From an optimization exercise on the open Yosys and OpenROAD flow, aimed at small area, a short achievable clock period and few clock cycles per item; shortcuts taken in it are not production practice. At most, simulation tests tie the RTL to the original design; equivalence was not proved.

==> flow/design.v <==
module bdgr_dec (
    input  wire        clk,
    input  wire        rst,
    input  wire        start,
    input  wire [15:0] width,
    input  wire [15:0] height,
    input  wire        pred_med,
    output wire        busy,
    output wire        mismatch,
    input  wire        in_valid,
    input  wire [63:0] in_word,
    output wire        in_ready,
    output wire        out_valid,
    output wire [7:0]  out_pix,
    output wire        out_last,
    input  wire        out_ready,
    input  wire [7:0]  up_pix
);
    localparam [2:0] S_IDLE = 3'd0, S_HDR = 3'd1, S_DEC = 3'd2, S_MISM = 3'd3,
                     S_FLUSH = 3'd4;
    reg [2:0]  state;
    reg        mism_r;
    reg        med_r;
    reg [15:0] w_r;
    reg [15:0] cx, cy;        
    reg        dfc, dfr;      
    reg [19:0] t_r;           
    reg [6:0]  q;             
    reg        pv;            
    reg [7:0]  pr;            
    reg [1:0]  pcls;          
    reg        plast;
    reg [7:0]  prev;          
    reg [7:0]  up_prev;       
    reg [2:0] k;              
    always @(*) begin
        if      (pr <= 8'd1)   k = 3'd0;
        else if (pr <= 8'd4)   k = 3'd1;
        else if (pr <= 8'd8)   k = 3'd2;
        else if (pr <= 8'd16)  k = 3'd3;
        else if (pr <= 8'd32)  k = 3'd4;
        else if (pr <= 8'd64)  k = 3'd5;
        else if (pr <= 8'd128) k = 3'd6;
        else                   k = 3'd7;
    end
    wire [6:0] qk = q + 7'd1 + {4'd0, k};     
    wire [6:0] qe = q + 7'd20;                
    reg [10:0] fit84, fit20;
    integer j;
    always @(*) begin
        for (j = 0; j <= 10; j = j + 1) begin
            fit84[j] = (qk <= 84 - j);
            fit20[j] = (qk <= 20 - j);
        end
    end
    wire esc84 = (q <= 7'd64);
    wire esc20 = (q == 7'd0);
    wire [83:0] s  = {in_word, t_r};
    wire [82:0] s6 = q[6] ? {63'd0, s[83:64]} : s[82:0];
    wire [50:0] s5 = q[5] ? s6[82:32] : s6[50:0];
    wire [34:0] s4 = q[4] ? s5[50:16] : s5[34:0];
    wire [26:0] s3 = q[3] ? s4[34:8]  : s4[26:0];
    wire [22:0] s2 = q[2] ? s3[26:4]  : s3[22:0];
    wire [20:0] s1 = q[1] ? s2[22:2]  : s2[20:0];
    wire [19:0] win = q[0] ? s1[20:1] : s1[19:0];
    reg [3:0] z;              
    integer i;
    always @(*) begin
        z = 4'd11;
        for (i = 10; i >= 0; i = i - 1)
            if (win[i]) z = i[3:0];
    end
    wire esc = ~|win[10:0];
    wire [14:0] u3   = z[3] ? {4'd0, win[19:9]} : win[15:1];
    wire [10:0] u2   = z[2] ? u3[14:4] : u3[10:0];
    wire [8:0]  u1   = z[1] ? u2[10:2] : u2[8:0];
    wire [7:0]  rest = z[0] ? u1[8:1]  : u1[7:0];
    wire [7:0]  m    = rest & ((8'd1 << k) - 8'd1);
    wire [14:0] rq   = ({11'd0, z} << k) | {7'd0, m};
    wire [7:0]  r    = esc ? win[19:12] : rq[7:0];
    wire have = in_valid ? (|(win[10:0] & fit84) | (esc & esc84))
                         : (|(win[10:0] & fit20) | (esc & esc20));
    wire last_col = (cx == 16'd1);
    wire last_row = (cy == 16'd1);
    wire last_sym = last_col & last_row;
    wire [7:0] d  = pr[0] ? ~{1'b0, pr[7:1]} : {1'b0, pr[7:1]};    
    wire [7:0] na = prev;
    wire [7:0] nb = up_pix;
    wire [7:0] nc = up_prev;
    function [7:0] padd(input [7:0] a, input [7:0] b, input ci);
        reg [7:0] g, p, gg, pp;
        integer i, l;
        begin
            g = a & b;
            p = a ^ b;
            gg = g; pp = p;
            for (l = 1; l < 8; l = l * 2)
                for (i = 7; i >= l; i = i - 1) begin
                    gg[i] = gg[i] | (pp[i] & gg[i-l]);
                    pp[i] = pp[i] & pp[i-l];
                end
            padd[0] = p[0] ^ ci;
            for (i = 1; i < 8; i = i + 1)
                padd[i] = p[i] ^ (gg[i-1] | (pp[i-1] & ci));
        end
    endfunction
    wire [7:0] va = na + d;                   
    wire [7:0] cs = na ^ ~nc ^ d;             
    wire [7:0] cc = (na & ~nc) | (na & d) | (~nc & d);
    wire [7:0] e  = padd(cs, {cc[6:0], 1'b1}, 1'b0);
    wire [7:0] vb = padd(nb, d, 1'b0);        
    wire [7:0] vc = padd(nb, e, 1'b0);        
    function [1:0] cmp8(input [7:0] a, input [7:0] b);
        reg [7:0] l, q;
        reg [3:0] l2, q2;
        reg [1:0] l4, q4;
        integer i;
        begin
            l = ~a & b;
            q = ~(a ^ b);
            for (i = 0; i < 4; i = i + 1) begin
                l2[i] = l[2*i+1] | (q[2*i+1] & l[2*i]);
                q2[i] = q[2*i+1] & q[2*i];
            end
            for (i = 0; i < 2; i = i + 1) begin
                l4[i] = l2[2*i+1] | (q2[2*i+1] & l2[2*i]);
                q4[i] = q2[2*i+1] & q2[2*i];
            end
            cmp8 = {l4[1] | (q4[1] & l4[0]), q4[1] & q4[0]};
        end
    endfunction
    wire [1:0] cab = cmp8(na, nb);
    wire [1:0] ccb = cmp8(nc, nb);
    wire [1:0] cca = cmp8(nc, na);
    wire le_a   = ~cca[1];                    
    wire lt     = cab[1];                     
    wire c_lt_b = ccb[1];                     
    wire c_le_b = ccb[1] | ccb[0];            
    wire med    = pcls[1];
    wire sel_b  = (pcls == 2'd1) | (med & (le_a ^ lt));
    wire sel_c  = med & (le_a ? c_lt_b : ~c_le_b);
    wire sel_a  = ~sel_b & ~sel_c;
    wire [7:0] v = ({8{sel_a}} & va) | ({8{sel_b}} & vb) | ({8{sel_c}} & vc);
    wire flush_word = (q > 7'd20);            
    assign busy      = (state != S_IDLE);
    assign mismatch  = mism_r;
    assign in_ready  = ((state == S_DEC) & q[6]) | (state == S_MISM) |
                       ((state == S_FLUSH) & flush_word);
    assign out_valid = pv & ((state != S_FLUSH) | ~flush_word | in_valid);
    assign out_pix   = v;
    assign out_last  = plast;
    wire hdr_ok   = (in_word[15:0] == cx) & (in_word[31:16] == cy);
    wire dec_on   = (state == S_DEC) | ((state == S_HDR) & hdr_ok);
    wire take     = in_valid & in_ready;
    wire out_fire = out_valid & out_ready;
    wire dec_fire = dec_on & have & (~pv | out_ready);
    wire [6:0] qa = dec_fire ? (esc ? qe : qk + {3'd0, z}) : q;
    always @(posedge clk) begin
        if (rst) begin
            state  <= S_IDLE;
            mism_r <= 1'b0;
            pv     <= 1'b0;
        end else begin
            if (dec_fire) begin
                pv    <= 1'b1;
                pr    <= r;
                pcls  <= (~med_r | dfr) ? 2'd0 : (dfc ? 2'd1 : 2'd2);
                plast <= last_sym;
            end else if (out_fire) begin
                pv    <= 1'b0;
            end
            if (out_fire) begin
                prev    <= v;
                up_prev <= up_pix;
            end
            if (dec_fire) begin
                if (last_col) begin
                    cx  <= w_r;
                    cy  <= cy - 16'd1;
                    dfc <= 1'b1;
                    dfr <= 1'b0;
                end else begin
                    cx  <= cx - 16'd1;
                    dfc <= 1'b0;
                end
            end
            if ((state == S_DEC) | (state == S_HDR))
                q <= {qa[6] & ~take, qa[5:0]};
            else if (take)
                q <= 7'd0;
            if (take)
                t_r <= in_word[63:44];
            case (state)
                S_IDLE: begin
                    if (start) begin
                        state  <= S_HDR;
                        mism_r <= 1'b0;
                        med_r  <= pred_med;
                        w_r    <= width;
                        cx     <= width;
                        cy     <= height;
                        dfc    <= 1'b1;
                        dfr    <= 1'b1;
                        prev   <= 8'd0;
                        pr     <= 8'd255;
                        q      <= 7'd52;
                    end
                end
                S_HDR: begin
                    if (dec_fire & last_sym)
                        state <= S_FLUSH;
                    else if (in_valid)
                        state <= hdr_ok ? S_DEC : S_MISM;
                end
                S_MISM: begin
                    if (in_valid) begin
                        mism_r <= 1'b1;
                        state  <= S_IDLE;
                    end
                end
                S_DEC: begin
                    if (dec_fire & last_sym)
                        state <= S_FLUSH;
                end
                S_FLUSH: begin
                    if (out_fire & plast)
                        state <= S_IDLE;
                end
                default: state <= S_IDLE;
            endcase
        end
    end
endmodule
Settings: LEC_CHECK=0, ABC_AREA=1, CAP_MARGIN=20, CORE_MARGIN=2, CORE_UTILIZATION=40, SETUP_SLACK_MARGIN=5, SLEW_MARGIN=20; clock period 12.0 ns.
standard.sh (not shown) runs the stock make flow with config.mk's settings and CLKGATE_MAP_FILE= SYNTH_SCRIPT=/design/flow/synth_recipe.tcl, a recipe that flattens the netlist after the stock synthesis.
==> flow/flow/run.sh <==
#!/bin/bash
# The standard layout, with plain buf_1 cells as the port buffers (the
# resizer still upsizes them where timing needs it).
set -euo pipefail
export BUFFER_PORTS_ARGS="-buffer_cell sky130_fd_sc_hd__buf_1"
bash standard.sh > standard.log 2>&1
The first run completed with no timing, DRC or antenna violations.
Then changed:
--- a/flow/design.v
+++ b/flow/design.v
@@ -25,15 +25,16 @@
     reg [15:0] cx, cy;        
     reg        dfc, dfr;      
     reg [19:0] t_r;           
     reg [6:0]  q;             
     reg        pv;            
-    reg [7:0]  pr;            
+    reg [7:0]  pd;            
     reg [1:0]  pcls;          
     reg        plast;
     reg [7:0]  prev;          
     reg [7:0]  up_prev;       
+    wire [7:0] pr = {pd[6:0] ^ {7{pd[7]}}, pd[7]};
     reg [2:0] k;              
     always @(*) begin
         if      (pr <= 8'd1)   k = 3'd0;
         else if (pr <= 8'd4)   k = 3'd1;
         else if (pr <= 8'd8)   k = 3'd2;
@@ -76,16 +77,17 @@
     wire [8:0]  u1   = z[1] ? u2[10:2] : u2[8:0];
     wire [7:0]  rest = z[0] ? u1[8:1]  : u1[7:0];
     wire [7:0]  m    = rest & ((8'd1 << k) - 8'd1);
     wire [14:0] rq   = ({11'd0, z} << k) | {7'd0, m};
     wire [7:0]  r    = esc ? win[19:12] : rq[7:0];
+    wire [7:0]  rd   = r[0] ? ~{1'b0, r[7:1]} : {1'b0, r[7:1]};    
     wire have = in_valid ? (|(win[10:0] & fit84) | (esc & esc84))
                          : (|(win[10:0] & fit20) | (esc & esc20));
     wire last_col = (cx == 16'd1);
     wire last_row = (cy == 16'd1);
     wire last_sym = last_col & last_row;
-    wire [7:0] d  = pr[0] ? ~{1'b0, pr[7:1]} : {1'b0, pr[7:1]};    
+    wire [7:0] d  = pd;
     wire [7:0] na = prev;
     wire [7:0] nb = up_pix;
     wire [7:0] nc = up_prev;
     function [7:0] padd(input [7:0] a, input [7:0] b, input ci);
         reg [7:0] g, p, gg, pp;
@@ -106,12 +108,12 @@
     endfunction
     wire [7:0] va = na + d;                   
     wire [7:0] cs = na ^ ~nc ^ d;             
     wire [7:0] cc = (na & ~nc) | (na & d) | (~nc & d);
     wire [7:0] e  = padd(cs, {cc[6:0], 1'b1}, 1'b0);
-    wire [7:0] vb = padd(nb, d, 1'b0);        
-    wire [7:0] vc = padd(nb, e, 1'b0);        
+    wire [7:0] vb = nb + d;                   
+    wire [7:0] vc = nb + e;                   
     function [1:0] cmp8(input [7:0] a, input [7:0] b);
         reg [7:0] l, q;
         reg [3:0] l2, q2;
         reg [1:0] l4, q4;
         integer i;
@@ -127,22 +129,31 @@
                 q4[i] = q2[2*i+1] & q2[2*i];
             end
             cmp8 = {l4[1] | (q4[1] & l4[0]), q4[1] & q4[0]};
         end
     endfunction
+    wire [1:0] cca = cmp8(na, nc);            
     wire [1:0] cab = cmp8(na, nb);
     wire [1:0] ccb = cmp8(nc, nb);
-    wire [1:0] cca = cmp8(nc, na);
-    wire le_a   = ~cca[1];                    
-    wire lt     = cab[1];                     
+    wire c_gt = cca[1];                       
+    wire c_eq = cca[0];
+    wire lt   = cab[1];                       
     wire c_lt_b = ccb[1];                     
     wire c_le_b = ccb[1] | ccb[0];            
-    wire med    = pcls[1];
-    wire sel_b  = (pcls == 2'd1) | (med & (le_a ^ lt));
-    wire sel_c  = med & (le_a ? c_lt_b : ~c_le_b);
-    wire sel_a  = ~sel_b & ~sel_c;
-    wire [7:0] v = ({8{sel_a}} & va) | ({8{sel_b}} & vb) | ({8{sel_c}} & vc);
+    reg [7:0] v;
+    always @(*) begin
+        if (pcls == 2'd0)
+            v = va;
+        else if ((pcls == 2'd1) | c_eq)
+            v = vb;
+        else if (c_gt ? c_lt_b : ~c_le_b)
+            v = vc;
+        else if (c_gt ^ lt)
+            v = vb;
+        else
+            v = va;
+    end
     wire flush_word = (q > 7'd20);            
     assign busy      = (state != S_IDLE);
     assign mismatch  = mism_r;
     assign in_ready  = ((state == S_DEC) & q[6]) | (state == S_MISM) |
                        ((state == S_FLUSH) & flush_word);
@@ -161,11 +172,11 @@
             mism_r <= 1'b0;
             pv     <= 1'b0;
         end else begin
             if (dec_fire) begin
                 pv    <= 1'b1;
-                pr    <= r;
+                pd    <= rd;
                 pcls  <= (~med_r | dfr) ? 2'd0 : (dfc ? 2'd1 : 2'd2);
                 plast <= last_sym;
             end else if (out_fire) begin
                 pv    <= 1'b0;
             end
@@ -200,11 +211,11 @@
                         cx     <= width;
                         cy     <= height;
                         dfc    <= 1'b1;
                         dfr    <= 1'b1;
                         prev   <= 8'd0;
-                        pr     <= 8'd255;
+                        pd     <= 8'd128;
                         q      <= 7'd52;
                     end
                 end
                 S_HDR: begin
                     if (dec_fire & last_sym)
Effect: Wire length rises by 2.0%; maximum frequency falls by 0.74%; first-iteration DRC count rises by 20%; critical path depth is unchanged; worst setup slack degrades by 0.051 ns.
No run of this note included a check of the RTL's function; only the layout flow was run.

job 101:
bdgr_dec, a different RTL version from the one above (not shown whole).
Size: about 1900 cells after synthesis, roughly 110 flip-flops, about 120 I/O pins.
Settings: LEC_CHECK=0, ABC_AREA=1, CAP_MARGIN=20, CORE_MARGIN=2, CORE_UTILIZATION=40, SETUP_SLACK_MARGIN=5, SLEW_MARGIN=20; clock period 12.0 ns.
Scripts as last shown in full above: flow/flow/run.sh
Testbench counts of job 101, summed over its fixed seeds: cycles 34,277, items 34,030.
Input-level comparison between job 102 and job 101:
-- flow/design.v --
<<< job 101, line 111
    wire [7:0] cc = (na & ~nc) | (na & d) | (~nc & d);
    wire [7:0] e  = padd(cs, {cc[6:0], 1'b1}, 1'b0);
    wire [7:0] vb = nb + d;                   
    wire [7:0] vc = nb + e;                   
    wire c_gt = (nc > na);
    wire c_eq = (nc == na);
    wire lt   = (na < nb);
    wire ge_b = (nc >= nb);
    wire le_b = (nc <= nb);
    reg [7:0] v;
    always @(*) begin
        if (pcls == 2'd0)
            v = va;
        else if ((pcls == 2'd1) | c_eq)
            v = vb;
        else if (c_gt ? ~ge_b : ~le_b)
            v = vc;
        else if (c_gt ^ lt)
            v = vb;
        else
            v = va;
    end
    wire flush_word = (q > 7'd20);            
    assign busy      = (state != S_IDLE);
>>> job 102, line 111
    wire [7:0] cc = (na & ~nc) | (na & d) | (~nc & d);
    wire [7:0] e  = padd(cs, {cc[6:0], 1'b1}, 1'b0);
    wire [7:0] vb = padd(nb, d, 1'b0);        
    wire [7:0] vc = padd(nb, e, 1'b0);        
    function [1:0] cmp8(input [7:0] a, input [7:0] b);
        reg [7:0] l, q;
        reg [3:0] l2, q2;
        reg [1:0] l4, q4;
        integer i;
        begin
            l = ~a & b;
            q = ~(a ^ b);
            for (i = 0; i < 4; i = i + 1) begin
                l2[i] = l[2*i+1] | (q[2*i+1] & l[2*i]);
                q2[i] = q[2*i+1] & q[2*i];
            end
            for (i = 0; i < 2; i = i + 1) begin
                l4[i] = l2[2*i+1] | (q2[2*i+1] & l2[2*i]);
                q4[i] = q2[2*i+1] & q2[2*i];
            end
            cmp8 = {l4[1] | (q4[1] & l4[0]), q4[1] & q4[0]};
        end
    endfunction
    wire [1:0] cab = cmp8(na, nb);
    wire [1:0] ccb = cmp8(nc, nb);
    wire [1:0] cca = cmp8(nc, na);
    wire le_a   = ~cca[1];                    
    wire lt     = cab[1];                     
    wire c_lt_b = ccb[1];                     
    wire c_le_b = ccb[1] | ccb[0];            
    wire med    = pcls[1];
    wire sel_b  = (pcls == 2'd1) | (med & (le_a ^ lt));
    wire sel_c  = med & (le_a ? c_lt_b : ~c_le_b);
    wire sel_a  = ~sel_b & ~sel_c;
    wire [7:0] v = ({8{sel_a}} & va) | ({8{sel_b}} & vb) | ({8{sel_c}} & vc);
    wire flush_word = (q > 7'd20);            
    assign busy      = (state != S_IDLE);
Findings:
Final core area utilization: job 101 vs job 102 — no meaningful difference. In job 102, stage delay of the slowest cell on the critical path is lower than in job 101. Job 102 vs job 101: sequential share of layout area up in job 102. Cell count after placement ends up higher on job 101. Looking at final cell area excluding filler cells across both flows, job 102 is the stronger of the two, with job 101 trailing. Any difference in final clock period utilization by the worst path between job 102 and job 101 is small enough to ignore. Per the comparison of job 102 with job 101, count of final hold-check violations was more or less identical; synthesized cell count decreased by 22 relative to the old numbers; worst setup slack fell 3.9 ps. Job 102 against job 101: area growth from synthesis to layout fell 0.79 points; fraction of layout instances using a drive strength above 1 went down.
No functional check of the RTL was part of job 102.

==> static timing again, ports no longer ideal <==
The flow's constraints put no driver on any port. The routed layouts listed below were extracted and timed again, unchanged, in two steps.
Step 1 sets driving cells, clkbuf_16 on the clock port and buf_2 on the other inputs (assumed; they add their load-dependent delay and slew).
Step 2, shift: input delay + t, output delay - t, t = (earliest + latest rising clock arrival at the registers) / 2. This alone moves slack from input paths to output paths.
Three values: ideal ports, drivers, drivers and shift; two values: the first two.
| run | t (ns) | setup slack, ns | worst register clock-pin slew, ns |
|---|---|---|---|
| the first run of note 1 | 0.438 | 5.132 / 5.091 / 5.091 | 0.10 / 0.10 |
| the second run of note 1 | 0.426 | 5.080 / 5.053 / 5.053 | 0.09 / 0.09 |
| job 101 | 0.437 | 5.102 / 5.079 / 5.065 | 0.09 / 0.09 |
| job 102 | 0.432 | 5.098 / 5.066 / 5.066 | 0.10 / 0.10 |
After both steps every run listed still meets setup and hold. The setup slack of the first run of note 1, which loses most, moves by -0.041 ns with the drivers and by -0.041 ns with both steps.
